This design comes from an exercise in tuning for small area, a short achievable clock period and few clock cycles on the open sky130 flow, not from production work.
The RTL was checked by simulation tests, not by an equivalence proof against the original design.
Power and IR drop assume default switching activity.

==> flow/design.v <==
module evsub_tga (
    input  wire        clk,
    input  wire        rst_n,       
    input  wire        tirq,        
    input  wire        sf_valid,    
    output wire        sf_ready,    
    input  wire [73:0] sf_data,     
    input  wire        sf_err,      
    output wire        ev_valid,    
    input  wire        ev_ready,    
    output wire [39:0] ev_data,     
    output wire        halted       
);
    localparam [2:0] T_WAIT = 3'd0;
    localparam [2:0] T_READ = 3'd1;
    localparam [2:0] T_EMIT = 3'd2;
    localparam [2:0] T_HALT = 3'd4;
    localparam [2:0] K_PPRESS = 3'd0;
    localparam [2:0] K_PMOVE  = 3'd1;
    localparam [2:0] K_PREL   = 3'd2;
    localparam [2:0] K_PEXIT  = 3'd3;
    localparam [2:0] K_KPRESS = 3'd4;
    localparam [2:0] K_KREL   = 3'd5;
    localparam [15:0] Y_SPLIT      = 16'd240;
    localparam [15:0] X_LEFT_END   = 16'd107;
    localparam [15:0] X_CENTER_END = 16'd214;
    localparam [15:0] X_RIGHT_END  = 16'd320;
    function [1:0] keyzone;
        input [15:0] x;
        begin
            if (x < X_LEFT_END)        keyzone = 2'd0;
            else if (x < X_CENTER_END) keyzone = 2'd1;
            else if (x < X_RIGHT_END)  keyzone = 2'd2;
            else                       keyzone = 2'd3;
        end
    endfunction
    function [39:0] mk_ev;
        input [2:0]  kind;
        input [1:0]  key;
        input [15:0] x;
        input [15:0] y;
        begin
            mk_ev = {1'b0, 1'b0, kind, key, 1'b0, x, y};
        end
    endfunction
    reg  [2:0]  phase;
    reg         tirq_q;
    reg         tirq_pend;
    reg  [1:0]  active;
    reg         ptr_valid;      
    reg         ptr_id;
    reg  [15:0] last_x [0:1];
    reg  [15:0] last_y [0:1];
    reg         empty;
    reg  [39:0] outq [0:2];
    reg  [1:0]  outq_cnt;
    wire tirq_fall = tirq_q & ~tirq;
    wire start     = (phase == T_WAIT) && tirq_pend;
    always @(posedge clk) begin
        tirq_q <= tirq;
        if (!rst_n)
            tirq_pend <= 1'b0;
        else
            tirq_pend <= tirq_fall | (tirq_pend & ~start);
    end
    reg  [1:0]  n_cnt;
    reg  [35:0] pt;
    reg         pid;
    reg  [15:0] px, py;
    reg  [1:0]  processed;
    reg  [1:0]  it_active;
    reg         it_ptr_valid;
    reg         it_ptr_id;
    reg  [15:0] it_last_x [0:1];
    reg  [15:0] it_last_y [0:1];
    reg  [39:0] it_ev [0:2];
    reg  [1:0]  it_n;
    reg  [1:0]  kz;
    integer     pass, j, i;
    always @* begin
        n_cnt = (sf_data[73:72] == 2'd3) ? 2'd2 : sf_data[73:72];
        it_active    = active;
        it_ptr_valid = ptr_valid;
        it_ptr_id    = ptr_id;
        for (i = 0; i < 2; i = i + 1) begin
            it_last_x[i] = last_x[i];
            it_last_y[i] = last_y[i];
        end
        for (i = 0; i < 3; i = i + 1)
            it_ev[i] = 40'd0;
        it_n = 2'd0;
        pt = 36'd0; pid = 1'b0; px = 16'd0; py = 16'd0; kz = 2'd0;
        processed = 2'b00;
        for (j = 0; j < 2; j = j + 1) begin
            if (j < n_cnt) begin
                pt  = (j == 0) ? sf_data[71:36] : sf_data[35:0];
                processed[pt[32]] = 1'b1;
            end
        end
        for (pass = 0; pass < 2; pass = pass + 1) begin
            for (j = 0; j < 2; j = j + 1) begin
                pt  = (j == 0) ? sf_data[71:36] : sf_data[35:0];
                pid = pt[32];
                px  = pt[31:16];
                py  = pt[15:0];
                if (j < n_cnt && pass == 0 && py < Y_SPLIT) begin
                    if (!it_ptr_valid && !it_active[pid]) begin
                        it_ptr_valid = 1'b1;
                        it_ptr_id    = pid;
                    end
                    if (it_ptr_valid && it_ptr_id == pid &&
                        !(it_last_x[pid] == px && it_last_y[pid] == py)) begin
                        it_ev[it_n] = mk_ev(it_active[pid] ? K_PMOVE : K_PPRESS,
                                            2'd0, px, py);
                        it_n = it_n + 2'd1;
                        it_last_x[pid] = px;
                        it_last_y[pid] = py;
                        it_active[pid] = 1'b1;
                    end
                end
                if (j < n_cnt && pass == 1 && py >= Y_SPLIT) begin
                    kz = keyzone(px);
                    if (!(it_ptr_valid && it_ptr_id == pid) && !it_active[pid] &&
                        kz != 2'd3) begin
                        it_ev[it_n] = mk_ev(K_KPRESS, kz, 16'd0, 16'd0);
                        it_n = it_n + 2'd1;
                        it_active[pid] = 1'b1;
                        it_last_x[pid] = px;
                        it_last_y[pid] = py;
                    end
                end
            end
        end
        for (i = 0; i < 2; i = i + 1) begin
            if (it_active[i] && !processed[i]) begin
                it_active[i] = 1'b0;
                if (it_ptr_valid && it_ptr_id == i) begin
                    it_ev[it_n] = mk_ev(K_PREL, 2'd0, it_last_x[i], it_last_y[i]);
                    it_n = it_n + 2'd1;
                    it_ev[it_n] = mk_ev(K_PEXIT, 2'd0, 16'd0, 16'd0);
                    it_n = it_n + 2'd1;
                    it_ptr_valid = 1'b0;
                end else begin
                    it_ev[it_n] = mk_ev(K_KREL, keyzone(it_last_x[i]), 16'd0, 16'd0);
                    it_n = it_n + 2'd1;
                end
            end
        end
    end
    wire take_sample = (phase == T_READ) && sf_valid;
    wire pop         = (phase == T_EMIT) && (outq_cnt != 2'd0) && ev_ready;
    assign sf_ready = (phase == T_READ);
    assign ev_valid = (phase == T_EMIT) && (outq_cnt != 2'd0);
    assign ev_data  = outq[0];
    assign halted   = (phase == T_HALT);
    always @(posedge clk) begin
        if (!rst_n) begin
            phase     <= T_WAIT;
            active    <= 2'b00;
            ptr_valid <= 1'b0;
            ptr_id    <= 1'b0;
            last_x[0] <= 16'hFFFF; last_y[0] <= 16'hFFFF;
            last_x[1] <= 16'hFFFF; last_y[1] <= 16'hFFFF;
            empty     <= 1'b0;
            outq_cnt  <= 2'd0;
            outq[0]   <= 40'd0;
            outq[1]   <= 40'd0;
            outq[2]   <= 40'd0;
        end else begin
            case (phase)
                T_WAIT: begin
                    if (tirq_pend) begin
                        active    <= 2'b00;
                        ptr_valid <= 1'b0;
                        ptr_id    <= 1'b0;
                        last_x[0] <= 16'hFFFF; last_y[0] <= 16'hFFFF;
                        last_x[1] <= 16'hFFFF; last_y[1] <= 16'hFFFF;
                        phase     <= T_READ;
                    end
                end
                T_READ: begin
                    if (sf_valid) begin
                        if (sf_err) begin
                            phase <= T_HALT;
                        end else begin
                            active    <= it_active;
                            ptr_valid <= it_ptr_valid;
                            ptr_id    <= it_ptr_id;
                            last_x[0] <= it_last_x[0]; last_y[0] <= it_last_y[0];
                            last_x[1] <= it_last_x[1]; last_y[1] <= it_last_y[1];
                            outq[0]   <= it_ev[0];
                            outq[1]   <= it_ev[1];
                            outq[2]   <= it_ev[2];
                            outq_cnt  <= it_n;
                            empty     <= (n_cnt == 2'd0);
                            phase     <= T_EMIT;
                        end
                    end
                end
                T_EMIT: begin
                    if (outq_cnt == 2'd0) begin
                        phase <= empty ? T_WAIT : T_READ;
                    end else if (pop) begin
                        outq[0]  <= outq[1];
                        outq[1]  <= outq[2];
                        outq[2]  <= 40'd0;
                        outq_cnt <= outq_cnt - 2'd1;
                    end
                end
                default: ;  
            endcase
        end
    end
endmodule
==> flow/run.sh <==
#!/bin/bash
# synth_recipe.tcl (not shown) runs the flow's synth.tcl, then flattens the netlist and writes it again
# the make line also repeats each setting of config.mk as NAME=value (left out here)
make -C /OpenROAD-flow-scripts/flow DESIGN_CONFIG=/design/flow/config.mk WORK_HOME=/design/flow/orfs CLKGATE_MAP_FILE= SYNTH_SCRIPT=/design/flow/synth_recipe.tcl finish
==> flow/config.mk <==
export PLATFORM = sky130hd
export DESIGN_NAME = evsub_tga
export DESIGN_NICKNAME = evsub_tga
export VERILOG_FILES = /design/flow/design.v
export SDC_FILE = /design/flow/constraint.sdc
export NUM_CORES = 4
export LEC_CHECK = 0
export CAP_MARGIN = 20
export CORE_MARGIN = 2
export CORE_UTILIZATION = 40
export SLEW_MARGIN = 20
==> flow/constraint.sdc <==
create_clock -name core_clock -period 11.0 [get_ports {clk}]
set_input_delay 2.2000 -clock core_clock [delete_from_list [all_inputs] [get_ports {clk}]]
set_output_delay 2.2000 -clock core_clock [all_outputs]
set_load 0.01 [all_outputs]
==> flow_summary.toml <==
[run]
max_cap_viol_count = 0

[cts]
cts_resized = 0
postCtsHoldBufs = 0
clockBufferDepth = 2
h-tree-depth = 4
cts_tree = "done"
cts_buffers = 17
clk_pin_slew_ps = 80
insertion_delay_ps = 470
clockRootBuffer = "clkbuf_16"
cts.sinks = 187
cts_setup_buffers = 0

[worst_setup_path]
start_kind = "input port"
worstRegToRegCells = 35
cp_max_fo = 21
slowest_stage = "a2111oi_0"
path_class = "input port to flop"
required_ps = 11320
cp_common_cell = "buf_4"
cp_data_arrival_time_ps = 10630
cp-end-kind = "flop"
critical-path-max-stage-delay_ps = 530

[floorplan]
die_h_um = 193
coreArea_sq_mm = 0.0354
dieArea_sq_mm = 0.0373
start_util = 0.404
ios = 123
die_x_um = 193
std_cell_rows = 69

[synth]
yosysMostFrequentCell = "nand2_1"
syn_inst = 2016
yosysTopAreaCellShare = 0.262
syn_area_sq_mm = 0.0143
synth_top_family_by_area = "compound AO/OA/AOI/OAI gates"
synth_edf_count = 0
syn_avg_cell_area_sq_um = 7.09
yosysWarningCount = 7
synth-seq-area-share = 0.262
yosys-top-cells-area = "dfxtp_1 (26%), nand2_1 (6.1%), nor2_1 (5.5%)"
synth_top_area_cell = "dfxtp_1"
synth_ff_type = "dfxtp_1"
synth-xor-area-share = 0.0288
ys_seq_elements = 187
synthAdderAreaFrac = 0.0140
synth_compound_area_frac = 0.342
synth_async_sr_flop_share = 0
synth_cell_type_count = 91
synth_mux_area_frac = 0.0440
ys_top_cells_by_count = "nand2_1 (233), nor2_1 (208), dfxtp_1 (187), clkbuf_1 (149), a21oi_1 (142)"
synth-simple-area-share = 0.242

[route]
drc = 0
drt_iter0_markers = 2177
via_count = 17272
vias_per_cell = 6.66
routedWlPerCell_um = 28.1
ant_nets = 0
routed_wirelength_mm = 72.7
drt_pass1_iterations = 6

[timing]
grt_setup_unrepaired = "false"
worst_pin_slew_ps = 1080
clock_skew_ps = 16.9
period_needed_ps = 10310
tns_ps = 0
drv_slew = 0
hold_violations = 0
layout_setup_ws_ps = 690
max_freq_mhz = 97.0
finalCritPeriodShare = 0.937
slew_headroom = 0.277
setup_viol = 0

[pwr]
power.density_mw_per_mm2 = 93.6
peakVddDrop_uv = 118
p_leak_uw = 0.00645

[layout]
drive_gt1_frac = 0.103
final_nets = 2215
seqCellArea_sq_mm = 0.00374
final_cell_area_sq_mm = 0.0172
n_antenna_cell = 0
area_growth_pct = 20.1
fillers = 3599
multi_input_area_sq_mm = 0.00965

[placement]
placed_area_sq_mm = 0.0166
gp_congestion = 1.00
dp_hpwl_mm = 54.0
place_ws_ps = 469
io_buffers = 113

[global_routing]
grt_max_degree = 109
grtUsageTotal = 0.386
grt_pass1_vias = 16212
grt_pass1_wl_mm = 106
antenna_found_initial = 0
grt_overflow = 0

[run_status]
status = "finished clean"

[worst_hold_path]
hold_path_class = "flop to flop"
min_path_cells = 2
per-layer routing:
layer  track usage  vias to the layer above  wire length [um]
li1              -                     7763                 -
met1         0.490                     8296             29300
met2         0.617                      992             32800
met3        0.0767                      221              6330
met4         0.204                        0              4320
met5             0                        -                 0
power by group:
group	switching [uW]	total, uW	internal, uW
clock	326	674	348
combinational	154	241	87.4
sequential	6.06	692	686
logic make-up (layout without fill, tap and decap cells):
kind of cell | count (synthesis) | after routing
buffers and inverters | 242 | 356
AND/OR/NAND/NOR | 741 | 741
other | 1 | 3
XOR/XNOR | 47 | 47
multiplexers | 62 | 62
AO/OA/AOI/OAI | 720 | 720
adder cells (fa/ha/maj) | 16 | 16
flip-flops | 187 | 187
metrics by stage:
step           hold WS, ps  power [uW]  cells  utilization
3_3_place_gp           437         942   2560        0.467
4_1_cts                453        1610   2592        0.485
5_1_grt                468        1650   2593        0.485
2_1_floorplan          426         822   2018            -
6_report               454        1610   2593        0.485
3_5_place_dp           443         942   2560        0.468
path summary, 6_finish.rpt:
| kind | start | to | slack [ps] |
|---|---|---|---|
| min reg2reg | outq[2][6] | outq[2][6] | 450 |
| max | sf_data[68] | outq[1][5] | 690 |
| min | outq[2][6] | outq[2][6] | 450 |
| max reg2reg | last_x[0][11] | outq[1][5] | 2570 |
sequential cells by signal, indices dropped and copies added (netlist names):
signal     flops
outq_cnt       2
last_x        32
active         2
phase          3
last_y        32
tirq_q         1
empty          1
ptr_id         1
outq         111
ptr_valid      1
tirq_pend      1
cell usage in the layout (no fill, tap or decap), drive strengths merged, types with 14 or more instances in the layout:
cell and instances:
clkdlybuf4s50 111, o211ai 29, nand4 19, a211oi 15, a21boi 14, nand2 234, inv 72, ha 16
a221oi 65, buf 148, xnor2 45, o22ai 102, nor2 208, nor4 55, mux2i 55, a31oi 16
o221ai 19, a22oi 55, a21oi 143, nor3 67, nand3 56, and3 29, clkbuf 19, o21ai 136
dfxtp 187
final cells by class:
| class | instances | area share |
|---|---|---|
| clock buffer | 19 | 0.0252 |
| sequential | 187 | 0.218 |
| inverter | 65 | 0.0142 |
| clock inverter | 13 | 0.0101 |
| tap | 461 | 0.0336 |
| timing repair buffer | 259 | 0.137 |
| multi-input combinational | 1589 | 0.562 |
critical path: cells and delay by family:
kind                     cells  cell delay, ps
buffers and inverters       10            2190
AND/OR/NAND/NOR             12            2170
AO/OA/AOI/OAI                6            1630
adder cells (fa/ha/maj)      4            1100
XOR/XNOR                     2             770
multiplexers                 3             520
Testbench counts, summed over its fixed seeds: cycles 21,836.

==> port drivers added, routing unchanged <==
The results above use ideal ports. As a check the final layout listed here was re-extracted and re-timed, cells and wires unchanged. Step 1 assumes that a clkbuf_16 drives the clock port and a buf_2 every other input. Step 2 moves the port delays by t, midway between the first and last clock arrival at a register: inputs arrive t later, outputs are due t later. That takes back most of the time a late clock gives input paths. Slacks: ideal / step 1 / step 2; pairs: ideal / step 1.
shift t [ns]: 0.510
slack for setup (ns): 0.690 / 0.721 / 0.211
hold WS [ns]: 0.454 / 0.454 / 0.454
worst register clock-pin slew, ns: 0.08 / 0.08
After both steps setup and hold are still met in this run. The setup slack of this run moves by +0.031 ns with the drivers and by -0.479 ns with both steps.
